Context: an optimization exercise on an open-source flow, tuned for small area. The choices shown serve that exercise and are no tape-out recipe. In this exercise RTL edits were held to simulation tests only and were not proved equivalent to the original. Power is estimated from default activity; no workload was simulated.

### design/flow/flow/run.sh
#!/bin/bash
# The standard layout (standard.sh: the standard flow's synthesis, floorplan, placement,
# CTS, routing), with two changes passed to the ORFS scripts:
# - the port buffers are the smallest buffer cell (buf_1) rather than the one
#   buffer_ports picks by default;
# - CTS inserts no dummy loads and uses clkbuf_8 buffers.
# The whole make output goes to flow_make.log in this folder; each ORFS step
# also keeps its own log under orfs/logs/.
set -euo pipefail
export BUFFER_PORTS_ARGS="-buffer_cell sky130_fd_sc_hd__buf_1"
export CTS_ARGS="-sink_clustering_enable -repair_clock_nets -dont_use_dummy_load -buf_list sky130_fd_sc_hd__clkbuf_16 -sink_clustering_size 28 -sink_clustering_max_diameter 90"
bash standard.sh > flow_make.log 2>&1
### design/flow/config.mk
export PLATFORM = sky130hd
export DESIGN_NAME = weird64
export DESIGN_NICKNAME = weird64
export VERILOG_FILES = /design/flow/design.v
export SDC_FILE = /design/flow/constraint.sdc
export NUM_CORES = 4
export LEC_CHECK = 0
export CAP_MARGIN = 20
export CELL_PAD_IN_SITES_DETAIL_PLACEMENT = 1
export CELL_PAD_IN_SITES_GLOBAL_PLACEMENT = 1
export CORE_MARGIN = 2
export CORE_UTILIZATION = 40
export GPL_TIMING_DRIVEN = 0
export SLEW_MARGIN = 20
export SYNTH_HIERARCHICAL = 1
### design/flow/design.v
module weird64 (
    input  wire        clk,
    input  wire        rst,
    input  wire        bus_valid,
    input  wire        bus_write,
    input  wire [7:0]  bus_addr,
    input  wire [2:0]  bus_size,
    input  wire [31:0] bus_wdata,
    output reg  [31:0] bus_rdata,
    output wire        bus_err,
    output wire        irq
);
    localparam [1:0] C_ILL = 2'd0, C_ENC = 2'd1, C_DEC = 2'd2, C_CFG = 2'd3;
    function [4:0] dcode;
        input [3:0] d;
        begin
            case (d)
                4'd0: dcode = 5'h00; 4'd1: dcode = 5'h1D; 4'd2: dcode = 5'h1E;
                4'd3: dcode = 5'h1F; 4'd4: dcode = 5'h1C; 4'd5: dcode = 5'h15;
                4'd6: dcode = 5'h1B; 4'd7: dcode = 5'h0F; 4'd8: dcode = 5'h0C;
                default: dcode = 5'h09;
            endcase
        end
    endfunction
    function [7:0] casc;
        input [4:0] x;
        begin
            case (x)
                5'h00: casc = "0"; 5'h1D: casc = "1"; 5'h1E: casc = "2";
                5'h1F: casc = "3"; 5'h1C: casc = "4"; 5'h15: casc = "5";
                5'h1B: casc = "6"; 5'h0F: casc = "7"; 5'h0C: casc = "8";
                5'h09: casc = "9";
                default: casc = {3'b010, x};
            endcase
        end
    endfunction
    function [4:0] ccode;
        input [4:0] i;
        begin
            case (i)
                5'd0: ccode = 5'h00;   
                5'd1: ccode = 5'h1D;   
                5'd2: ccode = 5'h1E;   
                5'd3: ccode = 5'h1F;   
                5'd4: ccode = 5'h1C;   
                5'd5: ccode = 5'h15;   
                5'd6: ccode = 5'h1B;   
                5'd7: ccode = 5'h0F;   
                5'd8: ccode = 5'h0C;   
                5'd9: ccode = 5'h09;   
                5'd10: ccode = 5'h01;   
                5'd11: ccode = 5'h02;   
                5'd12: ccode = 5'h03;   
                5'd13: ccode = 5'h04;   
                5'd14: ccode = 5'h05;   
                5'd15: ccode = 5'h06;   
                5'd16: ccode = 5'h07;   
                5'd17: ccode = 5'h08;   
                5'd18: ccode = 5'h0A;   
                5'd19: ccode = 5'h0B;   
                5'd20: ccode = 5'h0D;   
                5'd21: ccode = 5'h0E;   
                5'd22: ccode = 5'h10;   
                5'd23: ccode = 5'h11;   
                5'd24: ccode = 5'h12;   
                5'd25: ccode = 5'h13;   
                5'd26: ccode = 5'h14;   
                5'd27: ccode = 5'h16;   
                5'd28: ccode = 5'h17;   
                5'd29: ccode = 5'h18;   
                5'd30: ccode = 5'h19;   
                5'd31: ccode = 5'h1A;   
                default: ccode = 5'h00;
            endcase
        end
    endfunction
    function [4:0] cidx;
        input [4:0] x;
        begin
            case (x)
                5'h00: cidx = 5'd0;   
                5'h01: cidx = 5'd10;   
                5'h02: cidx = 5'd11;   
                5'h03: cidx = 5'd12;   
                5'h04: cidx = 5'd13;   
                5'h05: cidx = 5'd14;   
                5'h06: cidx = 5'd15;   
                5'h07: cidx = 5'd16;   
                5'h08: cidx = 5'd17;   
                5'h09: cidx = 5'd9;   
                5'h0A: cidx = 5'd18;   
                5'h0B: cidx = 5'd19;   
                5'h0C: cidx = 5'd8;   
                5'h0D: cidx = 5'd20;   
                5'h0E: cidx = 5'd21;   
                5'h0F: cidx = 5'd7;   
                5'h10: cidx = 5'd22;   
                5'h11: cidx = 5'd23;   
                5'h12: cidx = 5'd24;   
                5'h13: cidx = 5'd25;   
                5'h14: cidx = 5'd26;   
                5'h15: cidx = 5'd5;   
                5'h16: cidx = 5'd27;   
                5'h17: cidx = 5'd28;   
                5'h18: cidx = 5'd29;   
                5'h19: cidx = 5'd30;   
                5'h1A: cidx = 5'd31;   
                5'h1B: cidx = 5'd6;   
                5'h1C: cidx = 5'd4;   
                5'h1D: cidx = 5'd1;   
                5'h1E: cidx = 5'd2;   
                5'h1F: cidx = 5'd3;   
                default: cidx = 5'd0;
            endcase
        end
    endfunction
    function in1_26;
        input [4:0] x;
        in1_26 = (x != 5'h00) && !(x[4] && x[3] && (x[2] || (x[1] && x[0])));
    endfunction
    function lt4;
        input [3:0] a, b;
        lt4 = (!a[3] && b[3]) ||
              (a[3] == b[3] && ((!a[2] && b[2]) ||
              (a[2] == b[2] && ((!a[1] && b[1]) ||
              (a[1] == b[1] && !a[0] && b[0])))));
    endfunction
    reg         busy, done, drop, done_ie;
    reg  [2:0]  ei_code;
    reg  [4:0]  ei_pos;
    reg  [7:0]  ei_byte;
    reg  [31:0] val_lo, val_hi, res_lo, res_hi, in_len, salt_len;
    reg         res_z;           
    reg  [3:0]  out_len;
    reg  [127:0] in_text;        
    reg  [127:0] salt;
    reg  [255:0] perm;
    reg  [64:0] out_sym;         
    reg          cfg_def;        
    reg  [159:0] ap;             
    reg  [64:0]  as_;            
    reg  [3:0]   as_len;         
    reg  [1:0]  cmd;
    reg         ph;
    reg  [4:0]  cnt;
    reg  [3:0]  kidx;
    reg  [4:0]  r;               
    reg  [64:0] work;
    integer i;
    wire errf = ~busy & (ei_code != 3'd0);
    wire bad_access = (bus_size != 3'd4) || (bus_addr[1:0] != 2'b00);
    assign bus_err  = bus_valid & bad_access;
    wire wr = bus_valid & bus_write & ~bad_access;
    assign irq = done & done_ie;
    wire [3:0] sel_w;
    genvar g;
    generate
        for (g = 0; g < 4; g = g + 1) begin : g_selw
            assign sel_w[g] = bus_addr[3:2] == g;
        end
    endgenerate
    wire [31:0] ot_word;
    wire [3:0]  ot_en;
    generate
        for (g = 0; g < 4; g = g + 1) begin : g_lane
            localparam NS = (g == 0) ? 4 : 3;
            wire [4:0] sx;
            genvar b;
            for (b = 0; b < 5; b = b + 1) begin : g_b
                wire [NS-1:0] d;
                genvar k;
                for (k = 0; k < NS; k = k + 1) begin : g_k
                    assign d[k] = out_sym[64 - 5*(4*k + g) - 4 + b];
                end
                w64_ao #(.N(NS)) u_ao (.sel(sel_w[NS-1:0]), .d(d), .y(sx[b]));
            end
            assign ot_word[8*g +: 8] = casc(sx);
            localparam [1:0] GL = g;
            assign ot_en[g] = lt4({bus_addr[3:2], GL}, out_len);
        end
    endgenerate
    wire ok = ~bad_access;
    wire [5:0] wa = bus_addr[7:2];
    localparam NR = 23;
    wire [NR-1:0] rsel;
    wire [32*NR-1:0] rdat;
    assign rsel[0] = ok & (wa == 6'h05);  assign rdat[0*32 +: 32] = val_lo;
    assign rsel[1] = ok & (wa == 6'h06);  assign rdat[1*32 +: 32] = val_hi;
    assign rsel[2] = ok & ~res_z & (wa == 6'h07);  assign rdat[2*32 +: 32] = res_lo;
    assign rsel[3] = ok & ~res_z & (wa == 6'h08);  assign rdat[3*32 +: 32] = res_hi;
    assign rsel[4] = ok & (wa == 6'h09);  assign rdat[4*32 +: 32] = in_len;
    assign rsel[5] = ok & (wa == 6'h0B);  assign rdat[5*32 +: 32] = salt_len;
    generate
        for (g = 0; g < 4; g = g + 1) begin : g_r4
            assign rsel[6+g]  = ok & (wa == 6'h0C + g);
            assign rdat[(6+g)*32 +: 32]  = in_text[32*g +: 32];
            assign rsel[10+g] = ok & (wa == 6'h14 + g);
            assign rdat[(10+g)*32 +: 32] = salt[32*g +: 32];
        end
        for (g = 0; g < 8; g = g + 1) begin : g_r8
            assign rsel[14+g] = ok & (wa == 6'h18 + g);
            assign rdat[(14+g)*32 +: 32] = perm[32*g +: 32];
        end
    endgenerate
    wire s_ot = ok & (wa[5:2] == 4'h4);
    assign rsel[22] = 1'b0;
    assign rdat[22*32 +: 32] = ot_word;
    wire [31:0] ao_rd;
    generate
        for (g = 0; g < 32; g = g + 1) begin : g_rd
            wire [NR-1:0] d;
            wire [NR-1:0] sl;
            genvar k;
            for (k = 0; k < NR; k = k + 1) begin : g_k
                assign d[k] = rdat[32*k + g];
            end
            assign sl = {s_ot & ot_en[g/8], rsel[NR-2:0]};
            w64_ao #(.N(NR)) u_ao (.sel(sl), .d(d), .y(ao_rd[g]));
        end
    endgenerate
    reg [31:0] small_rd;
    always @(*) begin
        small_rd = 32'h0;
        if (ok) begin
            case (wa)
                6'h00: small_rd = 32'h5745_0007;
                6'h02: small_rd = {28'h0, drop, errf, done, busy};
                6'h03: small_rd = {31'h0, done_ie};
                6'h04: small_rd = {8'h0, ei_byte, 3'h0, ei_pos, 5'h0, ei_code};
                6'h0A: small_rd = {28'h0, out_len};
                default: small_rd = 32'h0;
            endcase
        end
    end
    always @(*) bus_rdata = ao_rd | small_rd;
    wire is_data_reg = (bus_addr == 8'h14) || (bus_addr == 8'h18) ||
                       (bus_addr == 8'h24) || (bus_addr == 8'h2C) ||
                       (bus_addr[7:4] == 4'h3) || (bus_addr[7:4] == 4'h5) ||
                       (bus_addr[7:5] == 3'b011);
    wire wr_ctrl   = wr && (bus_addr == 8'h04);
    wire wr_data   = wr && is_data_reg;
    wire wr_stage  = wr_data && !busy;
    wire accept    = wr_ctrl && !busy && (bus_wdata != 32'h0);
    wire [12:0] sel_k;
    wire [4:0]  key_a;
    generate
        for (g = 0; g < 13; g = g + 1) begin : g_key
            assign sel_k[g] = kidx == g;
        end
        for (g = 0; g < 5; g = g + 1) begin : g_keyb
            wire [12:0] d;
            genvar k;
            for (k = 0; k < 13; k = k + 1) begin : g_k
                assign d[k] = as_[5*k + g];
            end
            w64_ao #(.N(13)) u_ao (.sel(sel_k), .d(d), .y(key_a[g]));
        end
    endgenerate
    wire [4:0] key = cfg_def ? 5'd0 : key_a;
    wire [3:0] kidx_inc  = kidx + 4'd1;
    wire [3:0] kidx_next = (kidx_inc == as_len) ? 4'd0 : kidx_inc;
    wire [4:0] pidx = ph ? ~cnt : cnt;
    wire [4:0] cnt_inc = cnt + 5'd1;
    wire        cfg = cmd == C_CFG;
    wire [15:0] sel_c;           
    wire [44:0] sel_b;           
    wire [7:0]  eb;
    generate
        for (g = 0; g < 16; g = g + 1) begin : g_selc
            assign sel_c[g] = cnt[3:0] == g;
        end
        for (g = 0; g < 32; g = g + 1) begin : g_selp
            assign sel_b[g] = cfg & (pidx == g);
        end
        for (g = 0; g < 13; g = g + 1) begin : g_selt
            assign sel_b[32+g] = ~cfg & sel_c[g];
        end
        for (g = 0; g < 8; g = g + 1) begin : g_eb
            wire [44:0] d;
            genvar k;
            for (k = 0; k < 32; k = k + 1) begin : g_kp
                assign d[k] = perm[8*k + g];
            end
            for (k = 0; k < 13; k = k + 1) begin : g_kt
                assign d[32+k] = in_text[8*k + g];
            end
            w64_ao #(.N(45)) u_ao (.sel(sel_b), .d(d), .y(eb[g]));
        end
    endgenerate
    wire       lower = (eb[7:5] == 3'b011) && in1_26(eb[4:0]);
    wire [7:0] ub = {eb[7:6], eb[5] & ~lower, eb[4:0]};
    reg        b_canon, b_alike, b_check;
    reg  [4:0] b_k;
    always @(*) begin
        b_canon = 1'b0; b_alike = 1'b0; b_check = 1'b0;
        b_k = ub[4:0];
        if (ub[7:4] == 4'h3 && (!ub[3] || ub[2:1] == 2'b00)) begin
            b_canon = 1'b1; b_k = dcode(ub[3:0]);
        end else if (ub[7:5] == 3'b010 && in1_26(ub[4:0])) begin
            if (ub == 8'h4F) begin b_alike = 1'b1; b_k = dcode(4'd0); end
            else if (ub == 8'h49 || ub == 8'h4C) begin b_alike = 1'b1; b_k = dcode(4'd1); end
            else if (ub == 8'h55) b_check = 1'b1;
            else b_canon = 1'b1;
        end else if (eb == 8'h24 || eb == 8'h2A || eb == 8'h3D || eb == 8'h7E) begin
            b_check = 1'b1;
        end
    end
    wire [4:0] tap [0:7];
    generate
        for (g = 0; g < 8; g = g + 1) begin : g_tap
            assign tap[g] = ap[20*g +: 5];
        end
    endgenerate
    reg [2:0] inv_t;
    reg       inv_hit;
    integer c;
    always @(*) begin
        inv_t = 3'd0; inv_hit = 1'b0;
        for (c = 0; c < 8; c = c + 1)
            if (tap[c] == b_k) begin
                inv_t = inv_t | c[2:0];
                inv_hit = 1'b1;
            end
    end
    wire [4:0] inv    = cfg_def ? cidx(b_k) : {inv_t, 2'b00} - r[4:0];
    wire       i_hit  = cfg_def | inv_hit;
    wire [31:0] seen_set;        
    generate
        for (g = 0; g < 32; g = g + 1) begin : g_ss
            assign seen_set[g] = b_k == g;
        end
    endgenerate
    wire seen;
    w64_ao #(.N(32)) u_seen (.sel(seen_set), .d(work[31:0]), .y(seen));
    wire [63:0] v = {val_hi, val_lo};
    wire [64:0] vx = {1'b0, v};
    wire [4:0]  dig;
    generate
        for (g = 0; g < 5; g = g + 1) begin : g_dig
            wire [12:0] d;
            genvar k;
            for (k = 0; k < 13; k = k + 1) begin : g_k
                assign d[k] = vx[5*(12 - k) + g];
            end
            w64_ao #(.N(13)) u_ao (.sel(sel_c[12:0]), .d(d), .y(dig[g]));
        end
    endgenerate
    wire [4:0]  e_idx = dig ^ key;
    wire        enc_fin = cnt[4] | (cnt[3] & cnt[2] & (cnt[1] | cnt[0]));
    reg  [3:0]  enc_n;
    always @(*) begin
        case (cnt)
            5'd12: enc_n = 4'd13; 5'd13: enc_n = 4'd12; 5'd14: enc_n = 4'd11;
            5'd15: enc_n = 4'd10; 5'd16: enc_n = 4'd9;  5'd17: enc_n = 4'd8;
            5'd18: enc_n = 4'd7;  5'd19: enc_n = 4'd6;  5'd20: enc_n = 4'd5;
            5'd21: enc_n = 4'd4;  5'd22: enc_n = 4'd3;  5'd23: enc_n = 4'd2;
            default: enc_n = 4'd1;
        endcase
    end
    wire [4:0]  e_pos = e_idx + r[4:0];
    wire [7:0]  sel_e;
    wire [4:0]  e_tap;
    generate
        for (g = 0; g < 8; g = g + 1) begin : g_sele
            assign sel_e[g] = e_pos[4:2] == g;
        end
        for (g = 0; g < 5; g = g + 1) begin : g_etap
            wire [7:0] d;
            genvar k;
            for (k = 0; k < 8; k = k + 1) begin : g_k
                assign d[k] = tap[k][g];
            end
            w64_ao #(.N(8)) u_ao (.sel(sel_e), .d(d), .y(e_tap[g]));
        end
    endgenerate
    wire [4:0]  e_sym = cfg_def ? ccode(e_idx) : e_tap;
    wire        e_hit = cfg_def | (e_pos[1:0] == 2'b00);
    wire [4:0]  w_in = (cmd == C_ENC) ? e_sym : (inv ^ key);
    wire [64:0] w_sh = {work[59:0], w_in};
    reg        cmpl, c_fail;
    reg [2:0]  c_code;
    reg [4:0]  c_pos;
    reg [7:0]  c_byte;
    reg        do_shift, do_seen, do_load;
    always @(*) begin
        cmpl = 1'b0; c_fail = 1'b0;
        c_code = 3'd0; c_pos = 5'd0; c_byte = 8'h0;
        do_shift = 1'b0; do_seen = 1'b0; do_load = 1'b0;
        if (busy) begin
            case (cmd)
                C_ILL: begin
                    cmpl = 1'b1; c_fail = 1'b1; c_code = 3'd7;
                end
                C_ENC: begin
                    if (ph && (enc_fin || e_hit)) begin
                        do_shift = 1'b1;
                        if (work[60]) cmpl = 1'b1;
                    end
                end
                C_DEC: begin
                    if (in_len == 32'h0) begin
                        cmpl = 1'b1; c_fail = 1'b1; c_code = 3'd1;
                    end else if (in_len[31:4] != 28'h0 || (&in_len[3:1])) begin
                        cmpl = 1'b1; c_fail = 1'b1; c_code = 3'd2;
                    end else if (b_check) begin
                        cmpl = 1'b1; c_fail = 1'b1; c_code = 3'd4;
                        c_pos = cnt; c_byte = eb;
                    end else if (!b_canon && !b_alike) begin
                        cmpl = 1'b1; c_fail = 1'b1; c_code = 3'd3;
                        c_pos = cnt; c_byte = eb;
                    end else if (i_hit) begin
                        do_shift = 1'b1;
                        if (cnt_inc[3:0] == in_len[3:0]) cmpl = 1'b1;
                    end
                end
                C_CFG: begin
                    if ((!ph || cnt == 5'd0) && (!b_canon || seen)) begin
                        cmpl = 1'b1; c_fail = 1'b1; c_code = 3'd5;
                        c_pos = pidx; c_byte = eb;
                    end else if (!ph) begin
                        do_seen = 1'b1;
                    end else if (cnt == 5'd0 && salt_len == 32'h0) begin
                        cmpl = 1'b1; c_fail = 1'b1; c_code = 3'd6;
                    end else begin
                        do_load = 1'b1;
                        if (cnt == 5'd31) cmpl = 1'b1;
                    end
                end
            endcase
        end
    end
    wire [31:0] wd0 = rst ? 32'h0 : bus_wdata;
    wire [31:0] wd1 = rst ? 32'h1 : bus_wdata;
    localparam [255:0] PERM_RST = {32'h5A59_5857, 32'h5654_5352, 32'h5150_4E4D, 32'h4B4A_4847,
                                   32'h4645_4443, 32'h4241_3938, 32'h3736_3534, 32'h3332_3130};
    wire a_vlo  = bus_addr == 8'h14;
    wire a_vhi  = bus_addr == 8'h18;
    wire a_ilen = bus_addr == 8'h24;
    wire a_slen = bus_addr == 8'h2C;
    always @(posedge clk) if (rst | (wr_stage & a_vlo))  val_lo   <= wd0;
    always @(posedge clk) if (rst | (wr_stage & a_vhi))  val_hi   <= wd0;
    always @(posedge clk) if (rst | (wr_stage & a_ilen)) in_len   <= wd0;
    always @(posedge clk) if (rst | (wr_stage & a_slen)) salt_len <= wd1;
    generate
        for (g = 0; g < 4; g = g + 1) begin : g_w4
            always @(posedge clk)
                if (rst | (wr_stage & bus_addr[7:4] == 4'h3 & bus_addr[3:2] == g))
                    in_text[32*g +: 32] <= wd0;
            always @(posedge clk)
                if (rst | (wr_stage & bus_addr[7:4] == 4'h5 & bus_addr[3:2] == g))
                    salt[32*g +: 32] <= wd0;
        end
        for (g = 0; g < 8; g = g + 1) begin : g_w8
            always @(posedge clk)
                if (rst | (wr_stage & bus_addr[7:5] == 3'b011 & bus_addr[4:2] == g))
                    perm[32*g +: 32] <= rst ? PERM_RST[32*g +: 32] : bus_wdata;
        end
    endgenerate
    always @(posedge clk) begin
        if (rst) begin
            busy <= 1'b0; done <= 1'b0; drop <= 1'b0; done_ie <= 1'b0;
        end else begin
            if (wr && bus_addr == 8'h0C) done_ie <= bus_wdata[0];
            if (wr && bus_addr == 8'h08) begin
                if (bus_wdata[1]) done <= 1'b0;
                if (bus_wdata[3]) drop <= 1'b0;
            end
            if ((wr_ctrl || wr_data) && busy) drop <= 1'b1;
            if (accept) begin
                busy <= 1'b1;
                done <= 1'b0;
            end
            if (cmpl) begin
                busy <= 1'b0;
                done <= 1'b1;
            end
        end
    end
    always @(posedge clk)
        if (rst | cmpl) begin
            ei_code <= rst ? 3'h0 : c_code;
            ei_pos  <= rst ? 5'h0 : c_pos;
            ei_byte <= rst ? 8'h0 : c_byte;
        end
    wire res_we = cmpl & (cmd == C_DEC);
    always @(posedge clk) if (rst | res_we) res_z <= rst | c_fail;
    always @(posedge clk)
        if (res_we) begin
            res_lo <= w_sh[31:0];
            res_hi <= w_sh[63:32];
        end
    wire enc_done = cmpl & (cmd == C_ENC);
    always @(posedge clk) if (rst | enc_done) out_len <= rst ? 4'h0 : enc_n;
    always @(posedge clk) if (enc_done) out_sym <= w_sh;
    wire cfg_done = do_load & cmpl;
    always @(posedge clk) if (rst | cfg_done) cfg_def <= rst;
    always @(posedge clk) ap <= {ap[154:0], do_load ? b_k : ap[159:155]};
    always @(posedge clk) r <= cfg_done ? 5'd0 : r + 5'd1;
    reg [64:0] salt5;
    always @(*) for (i = 0; i < 13; i = i + 1) salt5[5*i +: 5] = salt[8*i +: 5];
    always @(posedge clk)
        if (cfg_done) begin
            as_    <= salt5;
            as_len <= (salt_len[31:4] != 28'h0 || (&salt_len[3:1])) ? 4'd13 : salt_len[3:0];
        end
    always @(posedge clk) begin
        if (accept) begin
            cmd  <= (bus_wdata[31:2] == 30'h0) ? bus_wdata[1:0] : C_ILL;
            ph   <= 1'b0;
            cnt  <= 5'd0;
        end else if (busy) begin
            if (cmd == C_ENC) begin
                if (!ph) begin
                    if (dig != 5'd0 || cnt[3:0] == 4'd12) ph <= 1'b1;
                    else cnt <= cnt_inc;
                end else if (do_shift) begin
                    cnt <= cnt_inc;
                end
            end else if (cmd == C_DEC) begin
                if (do_shift) cnt <= cnt_inc;
            end else if (do_seen) begin
                if (cnt == 5'd30) begin ph <= 1'b1; cnt <= 5'd0; end
                else cnt <= cnt_inc;
            end else begin
                cnt <= cnt_inc;
            end
        end
    end
    always @(posedge clk)
        if (accept | do_shift) kidx <= accept ? 4'd0 : kidx_next;
    generate
        for (g = 0; g < 65; g = g + 1) begin : g_work
            wire en = accept | do_shift | ((g < 32) ? (do_seen & seen_set[g % 32]) : 1'b0);
            wire dn = accept ? ((g == 0) ? (bus_wdata == 32'h1) : 1'b0) : (do_shift ? w_sh[g] : 1'b1);
            always @(posedge clk) if (en) work[g] <= dn;
        end
    endgenerate
endmodule
module w64_ao #(parameter N = 3) (
    input  wire [N-1:0] sel,
    input  wire [N-1:0] d,
    output wire         y
);
    localparam G = (N + 2) / 3;         
    localparam H = (G + 3) / 4;         
    wire [G-1:0] lo;
    wire [H-1:0] hi;
    genvar i;
    generate
        for (i = 0; i < G; i = i + 1) begin : g_lo
            if (3*i + 2 < N) begin : g3
                w64_aoi222 u (.a1(sel[3*i]), .a2(d[3*i]), .b1(sel[3*i+1]), .b2(d[3*i+1]),
                              .c1(sel[3*i+2]), .c2(d[3*i+2]), .y(lo[i]));
            end else if (3*i + 1 < N) begin : g2
                w64_aoi222 u (.a1(sel[3*i]), .a2(d[3*i]), .b1(sel[3*i+1]), .b2(d[3*i+1]),
                              .c1(sel[3*i]), .c2(d[3*i]), .y(lo[i]));
            end else begin : g1
                w64_nand2 u (.a(sel[3*i]), .b(d[3*i]), .y(lo[i]));
            end
        end
        for (i = 0; i < H; i = i + 1) begin : g_hi
            if (4*i + 3 < G) begin : g4
                w64_nand4 u (.a(lo[4*i]), .b(lo[4*i+1]), .c(lo[4*i+2]), .d(lo[4*i+3]), .y(hi[i]));
            end else if (4*i + 2 < G) begin : g3
                w64_nand3 u (.a(lo[4*i]), .b(lo[4*i+1]), .c(lo[4*i+2]), .y(hi[i]));
            end else if (4*i + 1 < G) begin : g2
                w64_nand2 u (.a(lo[4*i]), .b(lo[4*i+1]), .y(hi[i]));
            end else begin : g1
                w64_inv u (.a(lo[4*i]), .y(hi[i]));
            end
        end
        if (H == 1) begin : g_y1
            assign y = hi[0];
        end else if (H == 2) begin : g_y2
            w64_or2 u (.a(hi[0]), .b(hi[1]), .y(y));
        end else if (H == 3) begin : g_y3
            w64_or3 u (.a(hi[0]), .b(hi[1]), .c(hi[2]), .y(y));
        end else begin : g_y4
            w64_or4 u (.a(hi[0]), .b(hi[1]), .c(hi[2]), .d(hi[3]), .y(y));
        end
    endgenerate
endmodule
module w64_aoi222 (input wire a1, a2, b1, b2, c1, c2, output wire y);
    assign y = ~((a1 & a2) | (b1 & b2) | (c1 & c2));
endmodule
module w64_nand4 (input wire a, b, c, d, output wire y);
    assign y = ~(a & b & c & d);
endmodule
module w64_nand3 (input wire a, b, c, output wire y);
    assign y = ~(a & b & c);
endmodule
module w64_nand2 (input wire a, b, output wire y);
    assign y = ~(a & b);
endmodule
module w64_inv (input wire a, output wire y);
    assign y = ~a;
endmodule
module w64_or2 (input wire a, b, output wire y);
    assign y = a | b;
endmodule
module w64_or3 (input wire a, b, c, output wire y);
    assign y = a | b | c;
endmodule
module w64_or4 (input wire a, b, c, d, output wire y);
    assign y = a | b | c | d;
endmodule
### design/flow/standard.sh
#!/bin/bash
# synth_recipe.tcl (not shown) runs the flow's synth.tcl, then flattens the netlist and writes it again
# the make line also repeats each setting of config.mk as NAME=value (left out here)
make -C /OpenROAD-flow-scripts/flow DESIGN_CONFIG=/design/flow/config.mk WORK_HOME=/design/flow/orfs CLKGATE_MAP_FILE= SYNTH_SCRIPT=/design/flow/synth_recipe.tcl "${@:-finish}"
### design/flow/constraint.sdc
create_clock -name core_clock -period 15.0 [get_ports {clk}]
set_input_delay 3.0000 -clock core_clock [delete_from_list [all_inputs] [get_ports {clk}]]
set_output_delay 3.0000 -clock core_clock [all_outputs]
set_load 0.01 [all_outputs]
==> results of run 1 <==
state kept, by name (all words and copies together), names as in the netlist, 2 cells and up:
register  cells
val_hi       32
val_lo       32
out_sym      65
ei_byte       8
w_sh         60
kidx          4
in_len       32
perm        256
cnt           5
ei_pos        5
ap          160
as_len        4
salt_len     32
salt        128
in_text     128
r             5
cmd           2
as_          65
res_lo       32
out_len       4
ei_code       3
res_hi       32
placed cells by master (no fill, tap or decap), types with 26 or more instances in the layout:
master and n:
nor4_1 29, and3_1 26, or2_2 44, edfxtp_1 927, nor2_2 33, a222oi_1 462
ha_1 34, nor2b_1 44, nand2_1 117, buf_1 79, o21a_1 63, nand4_1 111
nand3_1 45, nor2_1 109, a21oi_1 65, or2_1 42, inv_1 72, nor2b_2 33
clkbuf_1 60, nor3_1 34, buf_4 38, o21ai_0 70, buf_16 32, dfxtp_1 175
clkbuf_16 50, and2_1 60, xnor2_1 48
how the worst min path moves through the flow:
| stage | to | depth (start not counted) | from | slack, ns |
|---|---|---|---|---|
| 6_report | ap[43]$_DFF_P_ | 0 | ap[38]$_DFF_P_ | 0.31 |
| 3_3_place_gp | ap[133]$_DFF_P_ | 0 | ap[128]$_DFF_P_ | 0.31 |
| 5_1_grt | ap[43]$_DFF_P_ | 0 | ap[38]$_DFF_P_ | 0.32 |
| 2_1_floorplan | ap[100]$_DFF_P_ | 0 | ap[95]$_DFF_P_ | 0.31 |
| 4_1_cts | ap[43]$_DFF_P_ | 0 | ap[38]$_DFF_P_ | 0.31 |
| 3_5_place_dp | ap[132]$_DFF_P_ | 0 | ap[127]$_DFF_P_ | 0.31 |
cell families (layout without fill, tap and decap cells):
| logic type | count (synthesis) | after routing | share of synthesized area |
|---|---|---|---|
| simple gates | 841 | 841 | 0.102 |
| compound gates | 845 | 845 | 0.160 |
| flops | 1102 | 1102 | 0.693 |
| xor+xnor | 66 | 66 | 0.0132 |
| fa+ha+maj | 39 | 39 | 0.0107 |
| mux | 10 | 10 | 0.00304 |
| other cells | 1 | 18 | 0.0000829 |
| buf+inv | 180 | 400 | 0.0178 |
per-stage QoR:
step,area [µm²],util
floorplan,45300,-
global placement,47400,0.422
detailed placement,49500,0.441
CTS,50800,0.452
global route,50800,0.453
finish,50800,0.453
power breakdown:
part	switching, mW	internal (mW)
Sequential	0.105	3.47
Clock	0.948	0.598
Combinational	0.304	0.111
cells in the mapped netlist, drive strengths merged (19+ instances only):
| library cell | number | area share |
|---|---|---|
| edfxtp | 927 | 0.62 |
| a222oi | 462 | 0.10 |
| dfxtp | 175 | 0.077 |
| nor2 | 160 | 0.014 |
| nand2 | 119 | 0.0099 |
| nand4 | 112 | 0.016 |
| o21ai | 104 | 0.012 |
| or2 | 86 | 0.012 |
| nor2b | 77 | 0.011 |
| inv | 75 | 0.0062 |
| a21oi | 69 | 0.0077 |
| clkbuf | 65 | 0.0054 |
| o21a | 63 | 0.010 |
| and2 | 60 | 0.0083 |
| xnor2 | 48 | 0.0093 |
| nand3 | 46 | 0.0052 |
| nor3 | 44 | 0.0052 |
| buf | 38 | 0.0061 |
| ha | 34 | 0.0094 |
| nor4 | 32 | 0.0051 |
| and3 | 28 | 0.0039 |
| nand2b | 22 | 0.0030 |
| a21o | 19 | 0.0032 |
area by class of cell:
cell class                 count  area, µm²
clock buffer                  50       1250
timing repair buffer         170       1860
antenna                       13       32.5
multi-input combinational   1806      13700
inverter                      77        289
tap                         1500       1880
sequential                  1102      31300
buffer                       103        524
fill                       11200      61500
modules after synthesis (local to each module, per instance), excerpt:
| module | copies in the design | cells inside | area (µm²) |
|---|---|---|---|
| w64_aoi222 | 462 | 1 | 10.0 |
| w64_inv | 25 | 1 | 3.75 |
| w64_nand2 | 20 | 1 | 3.75 |
| w64_nand3 | 14 | 1 | 5.00 |
| w64_nand4 | 100 | 1 | 6.26 |
| w64_or2 | 42 | 1 | 6.26 |
| w64_or3 | 1 | 1 | 6.26 |
| w64_or4 | 8 | 1 | 7.51 |
| weird64 | 1 | 2412 | 39400 |
metal layers:
metal,global-route usage,up-vias
met2,0.524,2467
met4,0.196,18
li1,-,13500
met3,0.0963,460
met5,0,-
met1,0.445,17300
==> reports/metrics.yaml, run 1 <==
critPathBufInv: 7
clock_skew_ns: 0.0879
worst_slack_ns: 3.04
yosys_warnings: 7
fin_setup_tns_ns: 0
cts.sinks: 1102
io_buffers: 79
synth_seq_cells: 1102
timing.rr.start: "ph$_SDFFE_PP0P_"
finalCritPeriodShare: 0.797
die_w_um: 340
die_h_um: 340
critPathLaunch: "bus_addr[2]"
grt_max_degree: 33
firstDrtPassIters: 13
fin_cells: 4821
dpl.hpwl_um: 157000
cp-end-kind: "output port"
routabilityCongestion: 0.992
grt_pass1_wl_um: 276000
setup_violations: 0
drv_slew: 0
worstReg2RegEnd: "res_hi[25]$_DFFE_PP_"
coreArea_mm2: 0.112
path_class: "in2out"
max_slew_margin: 0.136
rrSetupSlack_ns: 4.81
start_kind: "primary input"
wl_met3_um: 24900
run_status: "timing/DRC/antenna clean"
synth_area_mm2: 0.0452
synthCells: 3084
p_per_area_mw_per_mm2: 109
leakagePower_nw: 16.9
critPathMaxFanout: 20
irDropWorstVdd_mv: 0.0908
clk_pin_slew_ns: 0.10
hold_class: "reg2reg"
fin_nets: 3392
vias: 33700
row_count: 123
cp.arrival_ns: 8.96
antenna_found_initial: 26
routed_via_density: 7.00
cts_hold_buf: 0
cp-endpoint: "bus_rdata[6]"
overflow: 0
io_pins: 81
crit_slowest_cell: "a222oi_1"
grt_pass1_vias: 32700
drt_drc_violations_left: 0
crit_chain: "buf_1 > inv_1 > nand2_1 > clkbuf_2 > inv_1 > a222oi_1 > nand2_1 > xor2_1 > nor3_1 > a21oi_1 > o21ai_0 > inv_1 > a222oi_1 > nand4_1 > or2_1 > buf_4 > buf_1"
worstSetupPathDepth: 17
ys_seq_area_frac: 0.693
final_antenna_net_count: 0
path_common_cell: "inv_1"
finalPower_mw: 5.54
start_util: 0.403
drive_gt1_frac: 0.116
cts_buffers: 50
h-tree-depth: 2
synth_flop_cell: "edfxtp_1"
ys_types: 101
track_usage: 0.345
met1_length_um: 75300
syn_avg_cell_area_um2: 14.7
max_freq_mhz: 83.6
drt-initial-drc-count: 7473
path_delay_family: "buffers and inverters"
clkLatencyLatePin_ns: 0.72
dp.cells: 4756
cts_setup_buffers: 0
cts_resized: 0
cap_violations: 0
async_flop_share: 0
synth_edf_count: 927
cp_slowest_stage_delay_ns: 0.83
rsz0062_at_grt: "false"
area_delta_synth_final_pct: 12.4
hold_ws_ns: 0.309
clk_path_buf_depth: 3
hold_viol: 0
pre_cts_ws_ns: 3.09
drt_wl_total_um: 205000
wl_met2_um: 89900
top_layer: "met5"
dieArea_mm2: 0.116
cts_root_buf: "clkbuf_16"
crit_required_ns: 12.00
cts_tree: "done"
post_drt_wl_per_cell_um: 42.4
ff2ff_path_depth: 29
period_minus_slack_ns: 11.96
worst_slew_pin_slew_ns: 1.29
==> inputs of run 2 (changes only) <==
--- a/design/flow/config.mk
+++ b/design/flow/config.mk
@@ -11,5 +11,5 @@
 export CORE_MARGIN = 2
 export CORE_UTILIZATION = 40
-export GPL_TIMING_DRIVEN = 0
+export PLACE_DENSITY = 0.8
 export SLEW_MARGIN = 20
 export SYNTH_HIERARCHICAL = 1
==> run 2 against run 1 <==
Against the previous run: still clean; critical path depth is 1 lower; wire length is 3.6% lower; total power decreased by 0.82%; clock-buffer cell count fell by 1; cell area fell by 2.7%; sequential power about the same; first-iteration DRC count increased by 14%; sequential share of layout area up 1.7 points; non-clock buffer count down 73; register-to-register slack improved by 0.22 ns; critical path type unchanged.
==> reports/metrics.yaml, run 2 <==
drt-initial-drc-count: 8551  # +14%
max_slew_margin: 0.0475  # -0.0880
cp.arrival_ns: 7.84  # -1.12 ns
area_delta_synth_final_pct: 9.38
row_count: 123  # unchanged
min_from: "ap[38]$_DFF_P_"
p_switching_mw: 1.34  # -1.4%
p_comb_frac: 0.069  # -0.006
cts_root_buf: "clkbuf_16"
async_flop_share: 0  # unchanged
fin_nets: 3318  # -2.2%
synthCells: 3084  # unchanged
clock_skew_ns: 0.127  # +0.0392 ns
yosys_warnings: 7  # unchanged
antenna_found_initial: 26  # unchanged
io_buffers: 80  # +1.3%
worst_slew_pin_slew_ns: 1.43  # +0.137 ns
post_drt_wl_per_cell_um: 41.5  # -2.1%
clk_path_buf_depth: 3  # unchanged
synth_seq_cells: 1102  # unchanged
crit_required_ns: 12.00  # about the same
cts_resized: 0  # unchanged
p_seq_frac: 0.655  # +0.009
path_delay_family: "simple AND/OR/NAND/NOR gates"
final_cell_mix: "927 x edfxtp_1, 462 x a222oi_1, 175 x dfxtp_1"
irDropWorstVdd_mv: 0.0935  # +2.9%
start_util: 0.403  # unchanged
cts_buffers: 49  # -2.0%
crit_slowest_cell: "nand2_1"
rsz0062_at_grt: "false"
synth_common_cells: "927 x edfxtp_1, 462 x a222oi_1, 175 x dfxtp_1, 157 x nor2_1, 118 x nand2_1"
utilization: 0.441  # -0.0120
largestRegisters: "perm (256), ap (160)"
setup_violations: 0  # unchanged
synth_top_area_cell: "edfxtp_1"
synth_edf_count: 927  # unchanged
critPathLaunch: "bus_addr[2]"
path_class: "in2out"
final_antenna_net_count: 0  # unchanged
top_register: "perm"
cp-end-kind: "output port"
cts_hold_buf: 0  # unchanged
dpl.hpwl_um: 145000  # -7.6%
leakagePower_nw: 16.5  # -2.4%
critPathBufInv: 5  # -2
cts_tree: "done"
timing.rr.start: "cnt[1]$_SDFFE_PP0P_"
grt_max_degree: 70  # +110%
synth_flop_cell: "edfxtp_1"
drv_slew: 0  # unchanged
io_pins: 81  # unchanged
netlist.area_leader.share: 0.615  # unchanged
die_h_um: 340  # unchanged
start_kind: "primary input"
ys_top_cells_by_area: "edfxtp_1 62%, a222oi_1 10%, dfxtp_1 7.7%"
drt_wl_total_um: 197000  # -3.6%
max_freq_mhz: 92.3  # +10%
coreArea_mm2: 0.112  # unchanged
clk_pin_slew_ns: 0.11  # about the same
sw_frac_of_total: 0.244  # -0.00145
hold_class: "reg2reg"
path_common_cell: "inv_1"
drt_drc_violations_left: 0  # unchanged
intPower_mw: 4.15  # -0.63%
overflow: 0  # unchanged
ys_seq_area_frac: 0.693  # unchanged
track_usage: 0.330  # -0.0146
routed_via_density: 7.24  # +3.4%
crit_chain: "buf_1 > inv_1 > nand2_1 > inv_1 > a222oi_1 > inv_1 > and2_1 > maj3_1 > nand2_1 > o21ai_0 > or2_2 > a222oi_1 > nand4_1 > or2_1 > nand2b_1 > buf_1"
ys_types: 101  # unchanged
h-tree-depth: 2  # unchanged
finalPower_mw: 5.49  # -0.82%
dieArea_mm2: 0.116  # unchanged
routabilityCongestion: 1.04  # +5.2%
final_common_cell: "edfxtp_1"
synth_area_mm2: 0.0452  # unchanged
cp_slowest_stage_delay_ns: 0.71  # -0.12 ns
cts.sinks: 1102  # unchanged
synth.most_common_cell: "edfxtp_1"
firstDrtPassIters: 14  # +1
hold_viol: 0  # unchanged
grt_pass1_wl_um: 267000  # -3.2%
drive_gt1_frac: 0.0999  # -0.0162
finalCritPeriodShare: 0.722  # -0.0748
cap_violations: 0  # unchanged
grt_pass1_vias: 32600  # -0.35%
fin_setup_tns_ns: 0  # unchanged
period_minus_slack_ns: 10.84  # -1.12 ns
cts_setup_buffers: 0  # unchanged
p_per_area_mw_per_mm2: 111  # +1.9%
run_status: "timing/DRC/antenna clean"
die_w_um: 340  # unchanged
clockPowerShare: 0.276  # -0.003
clkLatencyLatePin_ns: 0.72  # about the same
syn_avg_cell_area_um2: 14.7  # unchanged
largest_reg_flops: 256  # unchanged
vias: 34400  # +1.9%
critPathMaxFanout: 22  # +10%
[run 2: cell types whose count changed in the layout (fill, tap and decap cells not counted), moves of 7 or more]
cell / before / now
buf_4: 38 / 118
buf_12: 14 / 0
nor2b_2: 33 / 17
buf_6: 16 / 0
nor2_2: 33 / 15
clkbuf_1: 60 / 0
buf_2: 22 / 2
nor2_4: 18 / 11
nor2_1: 109 / 134
buf_8: 7 / 0
nor2b_1: 44 / 58
buf_16: 32 / 0
[run 2: Yosys stat by module, one instance, submodules excluded, a selection]
module | copies in the design | area, µm² | cells inside
weird64 | 1 | 39400 | 2412
w64_or4 | 8 | 7.51 | 1
w64_nand4 | 100 | 6.26 | 1
w64_or3 | 1 | 6.26 | 1
w64_inv | 25 | 3.75 | 1
w64_aoi222 | 462 | 10.0 | 1
w64_or2 | 42 | 6.26 | 1
w64_nand2 | 20 | 3.75 | 1
w64_nand3 | 14 | 5.00 | 1
[run 2: logic make-up after synthesis]
group	after synthesis	synth area share
other	1	0.0000829
muxes	10	0.00304
buffers and inverters	180	0.0178
DFF	1102	0.693
AOI/OAI and AO/OA	845	0.160
adders and majority gates	39	0.0107
xor gates and xnor gates	66	0.0132
and+or+nand+nor	841	0.102
[run 2: final cells by class]
| type | count | area [µm²] |
|---|---|---|
| Inverter | 77 | 289 |
| Tap cell | 1500 | 1880 |
| Clock buffer | 49 | 1230 |
| Multi-Input combinational cell | 1806 | 13500 |
| Antenna cell | 13 | 32.5 |
| Fill cell | 11300 | 62900 |
| Timing Repair Buffer | 200 | 1200 |
| Sequential cell | 1102 | 31300 |
[run 2: metrics by stage]
stage | setup WS (ns) | std cells | hold slack, ns | instance area [µm²]
floorplan | 4.01 | 3088 | 0.310 | 45300
global placement | 4.59 | 4681 | 0.310 | 48200
detailed placement | 4.28 | 4682 | 0.313 | 48200
CTS | 4.26 | 4731 | 0.284 | 49400
global route | 3.88 | 4735 | 0.280 | 49500
finish | 4.16 | 4747 | 0.277 | 49500
[run 2: worst paths after layout]
kind	endpoint	slack, ns	cells past startpoint
setup / recovery	bus_rdata[28]	4.16	16
hold / removal	ap[43]$_DFF_P_	0.28	0
setup reg to reg	as_[23]$_DFFE_PP_	5.03	21
hold reg to reg	ap[43]$_DFF_P_	0.28	0
[run 2: layer usage]
| layer | GRT usage | part of all wire |
|---|---|---|
| met5 | 0 | 0.00059 |
| met4 | 0.195 | 0.077 |
| met3 | 0.121 | 0.16 |
| met2 | 0.484 | 0.42 |
| met1 | 0.419 | 0.34 |
[run 2: power by group through the flow]
stage | registers [mW] | clock network, mW | logic, mW
floorplan | 3.59 | 0 | 0.208
global placement | 3.65 | 0 | 0.354
detailed placement | 3.65 | 0 | 0.364
CTS | 3.58 | 1.52 | 0.366
global route | 3.60 | 1.60 | 0.391
finish | 3.59 | 1.52 | 0.380
==> inputs of run 3 (changes only) <==
--- a/design/flow/flow/run.sh
+++ b/design/flow/flow/run.sh
@@ -9,4 +9,4 @@
 set -euo pipefail
 export BUFFER_PORTS_ARGS="-buffer_cell sky130_fd_sc_hd__buf_1"
-export CTS_ARGS="-sink_clustering_enable -repair_clock_nets -dont_use_dummy_load -buf_list sky130_fd_sc_hd__clkbuf_16 -sink_clustering_size 28 -sink_clustering_max_diameter 90"
+export CTS_ARGS="-sink_clustering_enable -repair_clock_nets -dont_use_dummy_load -buf_list sky130_fd_sc_hd__clkbuf_16 -sink_clustering_size 22 -sink_clustering_max_diameter 80"
 bash standard.sh > flow_make.log 2>&1
--- a/design/flow/config.mk
+++ b/design/flow/config.mk
@@ -11,5 +11,4 @@
 export CORE_MARGIN = 2
 export CORE_UTILIZATION = 40
-export PLACE_DENSITY = 0.8
 export SLEW_MARGIN = 20
 export SYNTH_HIERARCHICAL = 1
==> run 3 against run 2 <==
Against the previous run: clock skew decreased by 0.050 ns; still clean; global-route usage grew 2.6 points; wire length increased by 7.5%; cell area up 1.2%; total power up 5.5%; critical path depth is 1 lower; sequential share of layout area shrank 0.77 points; worst hold slack better by 0.013 ns; clock-buffer cell count increased by 18.
==> reports/metrics.yaml, run 3 <==
crit_slowest_cell: "nand2_1"
clock_skew_ns: 0.0775  # -0.0497 ns
period_minus_slack_ns: 11.06  # +0.226 ns
cts_resized: 0  # unchanged
die_w_um: 340  # unchanged
start_kind: "primary input"
routabilityCongestion: 1.03  # -1.3%
drt_wl_total_um: 212000  # +7.5%
final_cell_area_mm2: 0.0501  # +1.2%
vias: 34100  # -0.71%
cts_root_buf: "clkbuf_16"
post_drt_wl_per_cell_um: 44.3  # +6.6%
sw_frac_of_total: 0.246  # +0.00273
io_buffers: 80  # unchanged
drive_gt1_frac: 0.110  # +0.0105
synthCells: 3084  # unchanged
intPower_mw: 4.37  # +5.1%
run_status: "timing/DRC/antenna clean"
leakagePower_nw: 16.8  # +2.0%
ys_top_cells_by_area: "edfxtp_1 62%, a222oi_1 10%, dfxtp_1 7.7%"
path_common_cell: "nand2_1"
ff2ff_path_depth: 24  # +14%
hold_viol: 0  # unchanged
rrSetupSlack_ns: 5.24  # +0.21 ns
irDropWorstVdd_mv: 0.101  # +8.6%
worst_slew_pin_slew_ns: 1.37  # -0.0551 ns
drt_drc_violations_left: 0  # unchanged
overflow: 0  # unchanged
synth_top_area_cell: "edfxtp_1"
grt_max_degree: 70  # unchanged
coreArea_mm2: 0.112  # unchanged
cp.arrival_ns: 8.06  # +0.22 ns
final_antenna_net_count: 0  # unchanged
drv_slew: 0  # unchanged
fin_nets: 3356  # +1.1%
largestRegisters: "perm (256), ap (160)"
firstDrtPassIters: 14  # unchanged
clk_path_buf_depth: 3  # unchanged
top_register: "perm"
worstReg2RegEnd: "as_[28]$_DFFE_PP_"
largest_reg_flops: 256  # unchanged
whs_path_depth: 0  # unchanged
cts_hold_buf: 0  # unchanged
ys_types: 101  # unchanged
crit_required_ns: 12.00  # about the same
critPathBufInv: 4  # -1
cp_slowest_stage_delay_ns: 0.68  # -0.03 ns
track_usage: 0.357  # +0.0263
cts_buffers: 67  # +37%
synth_edf_count: 927  # unchanged
synth_seq_cells: 1102  # unchanged
async_flop_share: 0  # unchanged
io_pins: 81  # unchanged
antenna_found_initial: 22  # -15%
p_per_area_mw_per_mm2: 116  # +4.2%
finalCritPeriodShare: 0.738  # +0.0150
critPathMaxFanout: 22  # unchanged
synth_flop_cell: "edfxtp_1"
p_seq_frac: 0.620  # -0.035
start_util: 0.403  # unchanged
fin_setup_tns_ns: 0  # unchanged
dp.cells: 4700  # +0.38%
cap_violations: 0  # unchanged
path_class: "in2out"
grt_pass1_wl_um: 283000  # +6.0%
synth_common_cells: "927 x edfxtp_1, 462 x a222oi_1, 175 x dfxtp_1, 157 x nor2_1, 118 x nand2_1"
crit_chain: "buf_1 > inv_1 > nand2_1 > inv_1 > a222oi_1 > nand2_1 > and2_1 > maj3_1 > nand2_1 > o21ai_0 > or2_2 > a222oi_1 > nand4_1 > or2_1 > buf_1"
cts_tree: "done"
die_h_um: 340  # unchanged
setup_violations: 0  # unchanged
ys_seq_area_frac: 0.693  # unchanged
drt-initial-drc-count: 7695  # -10%
cts.sinks: 1102  # unchanged
h-tree-depth: 3  # +1
dpl.hpwl_um: 160000  # +10%
area_delta_synth_final_pct: 10.7
cts_setup_buffers: 0  # unchanged
path_delay_family: "simple AND/OR/NAND/NOR gates"
netlist.area_leader.share: 0.615  # unchanged
finalPower_mw: 5.79  # +5.5%
synth.most_common_cell: "edfxtp_1"
rsz0062_at_grt: "false"
clk_pin_slew_ns: 0.09  # -0.02 ns
clockPowerShare: 0.313  # +0.037
p_switching_mw: 1.43  # +6.6%
p_comb_frac: 0.067  # -0.002
max_freq_mhz: 90.4  # -2.0%
final_cell_mix: "927 x edfxtp_1, 462 x a222oi_1, 175 x dfxtp_1"
cp-end-kind: "output port"
fin_cells: 4786  # +0.82%
dieArea_mm2: 0.116  # unchanged
grt_pass1_vias: 32700  # +0.41%
final_common_cell: "edfxtp_1"
timing.rr.start: "cnt[0]$_SDFFE_PP0P_"
yosys_warnings: 7  # unchanged
row_count: 123  # unchanged
synth_area_mm2: 0.0452  # unchanged
holdPathEnd: "ap[151]$_DFF_P_"
max_slew_margin: 0.0802  # +0.0326
min_from: "ap[146]$_DFF_P_"
dpl_cell_area_mm2: 0.0483  # +0.25%
routed_via_density: 7.13  # -1.5%
hold_class: "reg2reg"
clkLatencyLatePin_ns: 0.69  # -0.03 ns
syn_avg_cell_area_um2: 14.7  # unchanged
-- run 3: power by group through the flow --
stage	sequential, mW	combinational, mW	clock, mW
after global placement	3.65	0.369	0
after CTS	3.58	0.380	1.83
after global routing	3.60	0.406	1.91
final	3.59	0.390	1.81
after floorplan	3.59	0.208	0
after detailed placement	3.65	0.379	0
-- run 3: cell type report --
| cell class | count | area (µm²) |
|---|---|---|
| clock buffer | 67 | 1680 |
| tap | 1500 | 1880 |
| multi-input combinational | 1806 | 13500 |
| timing repair buffer | 220 | 1370 |
| inverter | 77 | 289 |
| fill | 11200 | 62200 |
| sequential | 1102 | 31300 |
| antenna | 14 | 35.0 |
-- run 3: worst max-delay path by stage --
stage | startpoint | end | depth (start not counted) | slack [ns]
after floorplan | bus_size[1] | bus_rdata[0] | 9 | 4.01
after global placement | bus_addr[2] | bus_rdata[4] | 15 | 4.24
after detailed placement | bus_addr[2] | bus_rdata[4] | 15 | 4.07
after CTS | bus_addr[2] | bus_rdata[4] | 15 | 4.06
after global routing | bus_addr[2] | bus_rdata[4] | 15 | 3.72
final | bus_addr[2] | bus_rdata[4] | 15 | 3.94
-- run 3: cells by family (layout without fill, tap and decap cells) --
logic type,after synthesis,after routing,share of synthesized area
adder cells (fa/ha/maj),39,39,0.0107
other,1,19,0.0000829
AO/OA/AOI/OAI,845,845,0.160
XOR/XNOR,66,66,0.0132
buffers and inverters,180,364,0.0178
multiplexers,10,10,0.00304
flip-flops,1102,1102,0.693
AND/OR/NAND/NOR,841,841,0.102
-- run 3: Yosys stat by module, one instance, submodules excluded, excerpt --
module      copies in the design  cells  area [µm²]  flops+latches
w64_or2                       42      1        6.26              0
w64_or4                        8      1        7.51              0
w64_or3                        1      1        6.26              0
weird64                        1   2412       39400           1102
w64_nand4                    100      1        6.26              0
w64_nand3                     14      1        5.00              0
w64_aoi222                   462      1        10.0              0
w64_nand2                     20      1        3.75              0
-- run 3: layer usage --
metal	GRT usage	up-vias	share of wire
met2	0.533	2611	0.44
met1	0.492	17700	0.39
met4	0.161	16	0.050
li1	-	13400	-
met5	0	-	0.00049
met3	0.0885	389	0.12
-- run 3: metrics by stage --
stage / hold WS [ns] / util / setup WS [ns]
2_1_floorplan: 0.310 / - / 4.01
3_3_place_gp: 0.310 / 0.430 / 4.24
3_5_place_dp: 0.313 / 0.430 / 4.07
4_1_cts: 0.292 / 0.445 / 4.06
5_1_grt: 0.291 / 0.446 / 3.72
6_report: 0.290 / 0.446 / 3.94
==> inputs of run 4 (changes only) <==
--- a/design/flow/flow/run.sh
+++ b/design/flow/flow/run.sh
@@ -9,4 +9,4 @@
 set -euo pipefail
 export BUFFER_PORTS_ARGS="-buffer_cell sky130_fd_sc_hd__buf_1"
-export CTS_ARGS="-sink_clustering_enable -repair_clock_nets -dont_use_dummy_load -buf_list sky130_fd_sc_hd__clkbuf_16 -sink_clustering_size 22 -sink_clustering_max_diameter 80"
+export CTS_ARGS="-sink_clustering_enable -repair_clock_nets -dont_use_dummy_load -buf_list sky130_fd_sc_hd__clkbuf_8 -sink_clustering_size 14 -sink_clustering_max_diameter 50"
 bash standard.sh > flow_make.log 2>&1
==> run 4 against run 3 <==
Against the previous run: final cell count rose by 1.5%; clock-buffer cell count rose by 67; via count rose by 0.88%; combinational power barely moved; global-route usage rose by 0.26 points; highest routed layer unchanged.
==> reports/metrics.yaml, run 4 <==
period_minus_slack_ns: 11.12  # +0.0520 ns
final_cell_mix: "927 x edfxtp_1, 462 x a222oi_1, 175 x dfxtp_1"
cp-end-kind: "output port"
rrSetupSlack_ns: 5.23  # about the same
largestRegisters: "perm (256), ap (160)"
clk_pin_slew_ns: 0.07  # -0.02 ns
fin_setup_tns_ns: 0  # unchanged
holdPathEnd: "ap[16]$_DFF_P_"
clock_skew_ns: 0.103  # +0.0259 ns
finalCritPeriodShare: 0.741  # +0.00347
cts.sinks: 1102  # unchanged
run_status: "timing/DRC/antenna clean"
final_antenna_net_count: 0  # unchanged
async_flop_share: 0  # unchanged
coreArea_mm2: 0.112  # unchanged
grt_pass1_wl_um: 285000  # +0.60%
leakagePower_nw: 17.0  # +0.83%
synth_flop_cell: "edfxtp_1"
clk_path_buf_depth: 3  # unchanged
netlist.area_leader.share: 0.615  # unchanged
h-tree-depth: 4  # +1
path_delay_family: "simple AND/OR/NAND/NOR gates"
routed_via_density: 7.08  # -0.63%
syn_avg_cell_area_um2: 14.7  # unchanged
yosys_warnings: 7  # unchanged
synth_common_cells: "927 x edfxtp_1, 462 x a222oi_1, 175 x dfxtp_1, 157 x nor2_1, 118 x nand2_1"
grt_max_degree: 70  # unchanged
io_buffers: 80  # unchanged
ff2ff_path_depth: 24  # unchanged
cts_tree: "done"
ys_types: 101  # unchanged
row_count: 123  # unchanged
fillers: 11300  # +0.39%
drt-initial-drc-count: 7786  # +1.2%
path_class: "in2out"
min_from: "ap[11]$_DFF_P_"
start_kind: "primary input"
max_freq_mhz: 90.0  # -0.47%
drive_gt1_frac: 0.128  # +0.0176
cts_resized: 0  # unchanged
ys_top_cells_by_area: "edfxtp_1 62%, a222oi_1 10%, dfxtp_1 7.7%"
cts_setup_buffers: 0  # unchanged
area_delta_synth_final_pct: 11.1
critPathBufInv: 4  # unchanged
fin_nets: 3422  # +2.0%
crit_chain: "buf_1 > inv_1 > nand2_1 > inv_1 > a222oi_1 > nand2_1 > and2_1 > maj3_1 > nand2_1 > o21ai_0 > or2_2 > a222oi_1 > nand4_1 > or2_1 > buf_1"
largest_reg_flops: 256  # unchanged
final_cell_area_mm2: 0.0503  # +0.37%
drt_drc_violations_left: 0  # unchanged
top_register: "perm"
die_w_um: 340  # unchanged
track_usage: 0.359  # +0.00264
die_h_um: 340  # unchanged
synth_edf_count: 927  # unchanged
crit_slowest_cell: "nand2_1"
routabilityCongestion: 1.03  # unchanged
post_drt_wl_per_cell_um: 43.7  # -1.2%
crit_required_ns: 12.00  # about the same
dpl.hpwl_um: 160000  # unchanged
critPathMaxFanout: 22  # unchanged
setup_violations: 0  # unchanged
cts_hold_buf: 0  # unchanged
dpl_cell_area_mm2: 0.0483  # unchanged
timing.rr.start: "cnt[0]$_SDFFE_PP0P_"
dieArea_mm2: 0.116  # unchanged
synth_top_area_cell: "edfxtp_1"
drt_wl_total_um: 213000  # +0.28%
cts_buffers: 134  # +100%
cap_violations: 0  # unchanged
firstDrtPassIters: 14  # unchanged
antenna_found_initial: 23  # +4.5%
overflow: 0  # unchanged
cp.arrival_ns: 8.12  # +0.06 ns
cp_slowest_stage_delay_ns: 0.68  # about the same
grt_pass1_vias: 33200  # +1.6%
io_pins: 81  # unchanged
worst_slew_pin_slew_ns: 1.38  # +0.0101 ns
cts_root_buf: "clkbuf_8"
vias: 34400  # +0.88%
worstReg2RegEnd: "as_[28]$_DFFE_PP_"
hold_class: "reg2reg"
synth_seq_cells: 1102  # unchanged
irDropWorstVdd_mv: 0.0804  # -21%
p_per_area_mw_per_mm2: 116  # about the same
start_util: 0.403  # unchanged
synth.most_common_cell: "edfxtp_1"
hold_viol: 0  # unchanged
rsz0062_at_grt: "false"
max_slew_margin: 0.0734  # -0.00678
final_common_cell: "edfxtp_1"
path_common_cell: "nand2_1"
synth_area_mm2: 0.0452  # unchanged
ys_seq_area_frac: 0.693  # unchanged
synthCells: 3084  # unchanged
whs_path_depth: 0  # unchanged
clkLatencyLatePin_ns: 0.89  # +0.20 ns
drv_slew: 0  # unchanged
==> run 4: cell counts after synthesis <==
Identical to the previous run, type by type.
==> run 4: per-module statistics from Yosys (local to each module, per instance), a selection <==
module      area (µm²)  flip-flops and latches
w64_aoi222        10.0                       0
w64_inv           3.75                       0
w64_nand2         3.75                       0
w64_nand3         5.00                       0
w64_nand4         6.26                       0
w64_or2           6.26                       0
w64_or3           6.26                       0
w64_or4           7.51                       0
weird64          39400                    1102
==> run 4: worst max-delay path by stage <==
stage | start | end | slack, ns | depth (start not counted)
final | bus_addr[2] | bus_rdata[4] | 3.88 | 15
after global routing | bus_addr[2] | bus_rdata[4] | 3.65 | 15
after CTS | bus_addr[2] | bus_rdata[4] | 4.06 | 15
after detailed placement | bus_addr[2] | bus_rdata[4] | 4.07 | 15
after global placement | bus_addr[2] | bus_rdata[4] | 4.24 | 15
after floorplan | bus_size[1] | bus_rdata[0] | 4.01 | 9
==> run 4: power breakdown <==
group / internal (mW) / switching [mW] / total [mW]
logic: 0.0954 / 0.296 / 0.391
registers: 3.48 / 0.117 / 3.59
clock network: 0.790 / 1.04 / 1.83
total: 4.36 / 1.45 / 5.81
==> run 4: routing by layer <==
| metal | vias to the layer above | wire length (µm) | share of wire | GRT usage |
|---|---|---|---|---|
| li1 | 13500 | - | - | - |
| met3 | 396 | 26500 | 0.12 | 0.101 |
| met5 | - | 113 | 0.00053 | 0 |
| met2 | 2692 | 92600 | 0.44 | 0.536 |
| met1 | 17800 | 82700 | 0.39 | 0.488 |
| met4 | 14 | 10600 | 0.050 | 0.162 |
==> run 4: final cells by class <==
type	count	area (µm²)	share of cell area
multi-input combinational	1806	13500	0.269
inverter	77	289	0.00575
clock buffer	134	1840	0.0367
sequential	1102	31300	0.623
timing repair buffer	219	1360	0.0270
tap	1500	1880	0.0373
antenna	21	52.6	0.00105
==> run 4: cells by family after synthesis <==
family                     after synthesis  share of synthesized area
DFF                                   1102                      0.693
AOI/OAI and AO/OA                      845                      0.160
and+or+nand+nor                        841                      0.102
buffers and inverters                  180                     0.0178
xor gates and xnor gates                66                     0.0132
adders and majority gates               39                     0.0107
muxes                                   10                    0.00304
other                                    1                  0.0000829
==> run 4: metrics by stage <==
| stage | setup WS, ns | hold WS (ns) | total power, mW | util | instances |
|---|---|---|---|---|---|
| global route | 3.65 | 0.265 | 5.96 | 0.447 | 4839 |
| floorplan | 4.01 | 0.310 | 3.80 | - | 3088 |
| detailed placement | 4.07 | 0.313 | 4.03 | 0.430 | 4700 |
| finish | 3.88 | 0.282 | 5.81 | 0.448 | 4859 |
| CTS | 4.06 | 0.285 | 5.82 | 0.446 | 4834 |
| global placement | 4.24 | 0.310 | 4.02 | 0.430 | 4696 |
==> inputs of run 5 (changes only) <==
--- a/design/flow/design.v
+++ b/design/flow/design.v
@@ -532,5 +532,6 @@
         for (g = 0; g < 65; g = g + 1) begin : g_work
             wire en = accept | do_shift | ((g < 32) ? (do_seen & seen_set[g % 32]) : 1'b0);
-            wire dn = accept ? ((g == 0) ? (bus_wdata == 32'h1) : 1'b0) : (do_shift ? w_sh[g] : 1'b1);
+            wire dn = accept ? ((g == 0) ? (bus_wdata == 32'h1) : 1'b0) :
+                      ((g < 32) ? (do_shift ? w_sh[g] : 1'b1) : w_sh[g]);
             always @(posedge clk) if (en) work[g] <= dn;
         end
==> design/flow/flow/run.sh (replaced) <==
#!/bin/bash
# The standard layout (standard.sh: the standard flow's synthesis, floorplan, placement,
# CTS, routing), with two changes passed to the ORFS scripts:
# - the port buffers are the smallest buffer cell (buf_1) rather than the one
#   buffer_ports picks by default;
# - CTS inserts no dummy loads and uses clkbuf_16 buffers, up to 28 sinks per cluster.
# The whole make output goes to flow_make.log in this folder; each ORFS step
# also keeps its own log under orfs/logs/.
set -euo pipefail
export BUFFER_PORTS_ARGS="-buffer_cell sky130_fd_sc_hd__buf_1"
export CTS_ARGS="-sink_clustering_enable -repair_clock_nets -dont_use_dummy_load -buf_list sky130_fd_sc_hd__clkbuf_16 -sink_clustering_size 28 -sink_clustering_max_diameter 90"
bash standard.sh > flow_make.log 2>&1
==> run 5 against run 4 <==
Against the previous run: register-to-register slack worse by 0.36 ns; still clean; total power up 6.5%; fmax barely moved; global-route usage rose by 1.6 points; sequential cell count is the same; sequential share of layout area is 1.5 points higher; wire length up 2.2%; clock skew shrank 0.0046 ns; area after synthesis shrank 1.6%; largest cell class unchanged; critical endpoint is now bus_rdata[18]; combinational power grew to 2.5 times the previous value.
==> reports/metrics.yaml, run 5 <==
run_status: "timing/DRC/antenna clean"
worst_slew_pin_slew_ns: 1.32  # -0.0644 ns
die_h_um: 338  # -0.78%
h-tree-depth: 2  # -2
cts_root_buf: "clkbuf_16"
cp-end-kind: "output port"
clk_pin_slew_ns: 0.10  # +0.03 ns
drt_wl_total_um: 217000  # +2.2%
clock_skew_ns: 0.0988  # -0.00463 ns
io_pins: 81  # unchanged
post_drt_wl_per_cell_um: 46.0  # +5.1%
firstDrtPassIters: 13  # -1
yosys_warnings: 7  # unchanged
intPower_mw: 4.38  # +0.41%
overflow: 0  # unchanged
syn_avg_cell_area_um2: 14.6  # -0.29%
sw_frac_of_total: 0.292  # +0.0431
p_switching_mw: 1.81  # +25%
hold_viol: 0  # unchanged
row_count: 122  # -0.81%
fin_setup_tns_ns: 0  # unchanged
drt_drc_violations_left: 0  # unchanged
grt_pass1_vias: 31900  # -3.9%
final_cell_mix: "927 x edfxtp_1, 462 x a222oi_1, 192 x nor2_1"
drv_slew: 0  # unchanged
routabilityCongestion: 1.02  # -0.98%
coreArea_mm2: 0.111  # -1.6%
cts.sinks: 1102  # unchanged
netlist.area_leader.share: 0.625  # +0.00987
top_register: "perm"
worst_slack_ns: 3.88  # -0.00478 ns
synth_common_cells: "927 x edfxtp_1, 462 x a222oi_1, 223 x nor2_1, 175 x dfxtp_1, 132 x nand2_1"
start_util: 0.403  # about the same
synth_seq_cells: 1102  # unchanged
clockPowerShare: 0.254  # -0.060
cts_resized: 0  # unchanged
dieArea_mm2: 0.114  # -1.6%
pre_cts_ws_ns: 4.20  # +0.127 ns
drive_gt1_frac: 0.102  # -0.0263
final_antenna_net_count: 0  # unchanged
ys_top_cells_by_area: "edfxtp_1 63%, a222oi_1 10%, dfxtp_1 7.9%"
critPathMaxFanout: 23  # +4.5%
dpl.hpwl_um: 162000  # +1.6%
cap_violations: 0  # unchanged
async_flop_share: 0  # unchanged
cp.arrival_ns: 8.12  # about the same
crit_required_ns: 12.00  # about the same
fin_nets: 3312  # -3.2%
vias: 33800  # -1.8%
start_kind: "primary input"
grt_max_degree: 70  # unchanged
io_buffers: 80  # unchanged
synth_edf_count: 927  # unchanged
finalCritPeriodShare: 0.741  # about the same
cts_tree: "done"
clk_path_buf_depth: 3  # unchanged
period_minus_slack_ns: 11.12  # +0.00478 ns
p_comb_frac: 0.161  # +0.094
largestRegisters: "perm (256), ap (160)"
grt_pass1_wl_um: 286000  # +0.56%
synth_top_area_cell: "edfxtp_1"
max_freq_mhz: 89.9  # about the same
p_seq_frac: 0.585  # -0.033
track_usage: 0.375  # +0.0159
area_delta_synth_final_pct: 10.2
ys_seq_area_frac: 0.704  # +0.0111
drt-initial-drc-count: 7801  # +0.19%
synthCells: 3044  # -1.3%
ys_types: 84  # -17%
clkLatencyLatePin_ns: 0.72  # -0.17 ns
synth_flop_cell: "edfxtp_1"
rsz0062_at_grt: "false"
hold_class: "reg2reg"
max_slew_margin: 0.121  # +0.0471
synth_area_mm2: 0.0445  # -1.6%
setup_violations: 0  # unchanged
die_w_um: 338  # -0.78%
irDropWorstVdd_mv: 0.104  # +29%
path_class: "in2out"
leakagePower_nw: 16.5  # -3.1%
cts_buffers: 51  # -62%
synth.most_common_cell: "edfxtp_1"
largest_reg_flops: 256  # unchanged
p_per_area_mw_per_mm2: 126  # +9.2%
antenna_found_initial: 20  # -13%
cts_setup_buffers: 0  # unchanged
routed_via_density: 7.15  # +0.90%
final_common_cell: "edfxtp_1"
cts_hold_buf: 0  # unchanged
==> run 5: final cells by class <==
type	instances	area (µm²)
inverter	78	293
clock buffer	51	1280
sequential	1102	31300
tap	1488	1860
multi-input combinational	1777	12900
fill	11100	61400
timing repair buffer	220	1350
antenna	11	27.5
==> run 5: final timing paths <==
path,start,endpoint,slack (ns),cells past startpoint
max reg2reg,ph$_SDFFE_PP0P_,as_[37]$_DFFE_PP_,4.87,21
max,bus_addr[3],bus_rdata[18],3.88,14
min,ap[105]$_DFF_P_,ap[110]$_DFF_P_,0.31,0
min reg2reg,ap[105]$_DFF_P_,ap[110]$_DFF_P_,0.31,0
==> run 5: per-stage QoR <==
stage / util / hold slack [ns] / cells / cell area (µm²) / power [mW]
after floorplan: - / 0.310 / 3048 / 44500 / 4.19
after global placement: 0.431 / 0.310 / 4651 / 47600 / 4.63
after detailed placement: 0.432 / 0.313 / 4660 / 47700 / 4.65
after CTS: 0.443 / 0.308 / 4711 / 49000 / 6.17
after global routing: 0.444 / 0.321 / 4717 / 49000 / 6.35
final: 0.444 / 0.307 / 4727 / 49100 / 6.19
==> run 5: layer usage <==
layer  routed length [µm]  GRT usage  vias up
met5                  116          0        -
met4                10900      0.159       14
met3                27200      0.103      417
met2                95400      0.568     2681
met1                83600      0.508    17600
li1                     -          -    13100
==> run 5: power by group through the flow <==
stage                     clock, mW  combinational [mW]  sequential (mW)
final                          1.57               0.996             3.62
after global routing           1.67                1.05             3.63
after CTS                      1.59               0.972             3.61
after detailed placement          0               0.969             3.68
after global placement            0               0.949             3.68
after floorplan                   0               0.585             3.60
==> run 5: modules after synthesis, one instance, submodules excluded, a selection <==
module	cells	cell area, µm²	flops+latches
w64_nand4	1	6.26	0
w64_nand3	1	5.00	0
w64_inv	1	3.75	0
w64_aoi222	1	10.0	0
w64_or4	1	7.51	0
w64_or3	1	6.26	0
w64_or2	1	6.26	0
w64_nand2	1	3.75	0
weird64	2372	38700	1102
==> run 5: logic make-up after synthesis <==
logic type / Yosys count / share of synthesized area
multiplexers: 8 / 0.00323
XOR/XNOR: 66 / 0.0130
AO/OA/AOI/OAI: 778 / 0.150
flip-flops: 1102 / 0.704
adder cells (fa/ha/maj): 39 / 0.0109
buffers and inverters: 169 / 0.0158
AND/OR/NAND/NOR: 881 / 0.103
other: 1 / 0.0000842
==> run 5: worst max-delay path, cell delays in order <==
cell and delay, ns:
buf_1 0.37, inv_1 0.21, nand2_1 0.59, inv_1 0.56
a222oi_1 0.48, inv_1 0.22, and2_1 0.20, a22o_1 0.20
a22o_1 0.23, a222oi_1 0.95, nand4_1 0.22, or2_1 0.46
o21bai_1 0.24, buf_1 0.14

Setup slack of run 5, layout unchanged: 3.880 ns with ideal ports, 3.858 ns with driving cells assumed (clock clkbuf_16, inputs buf_2), 3.858 ns with port delays also shifted by the 0.749 ns mid clock arrival.
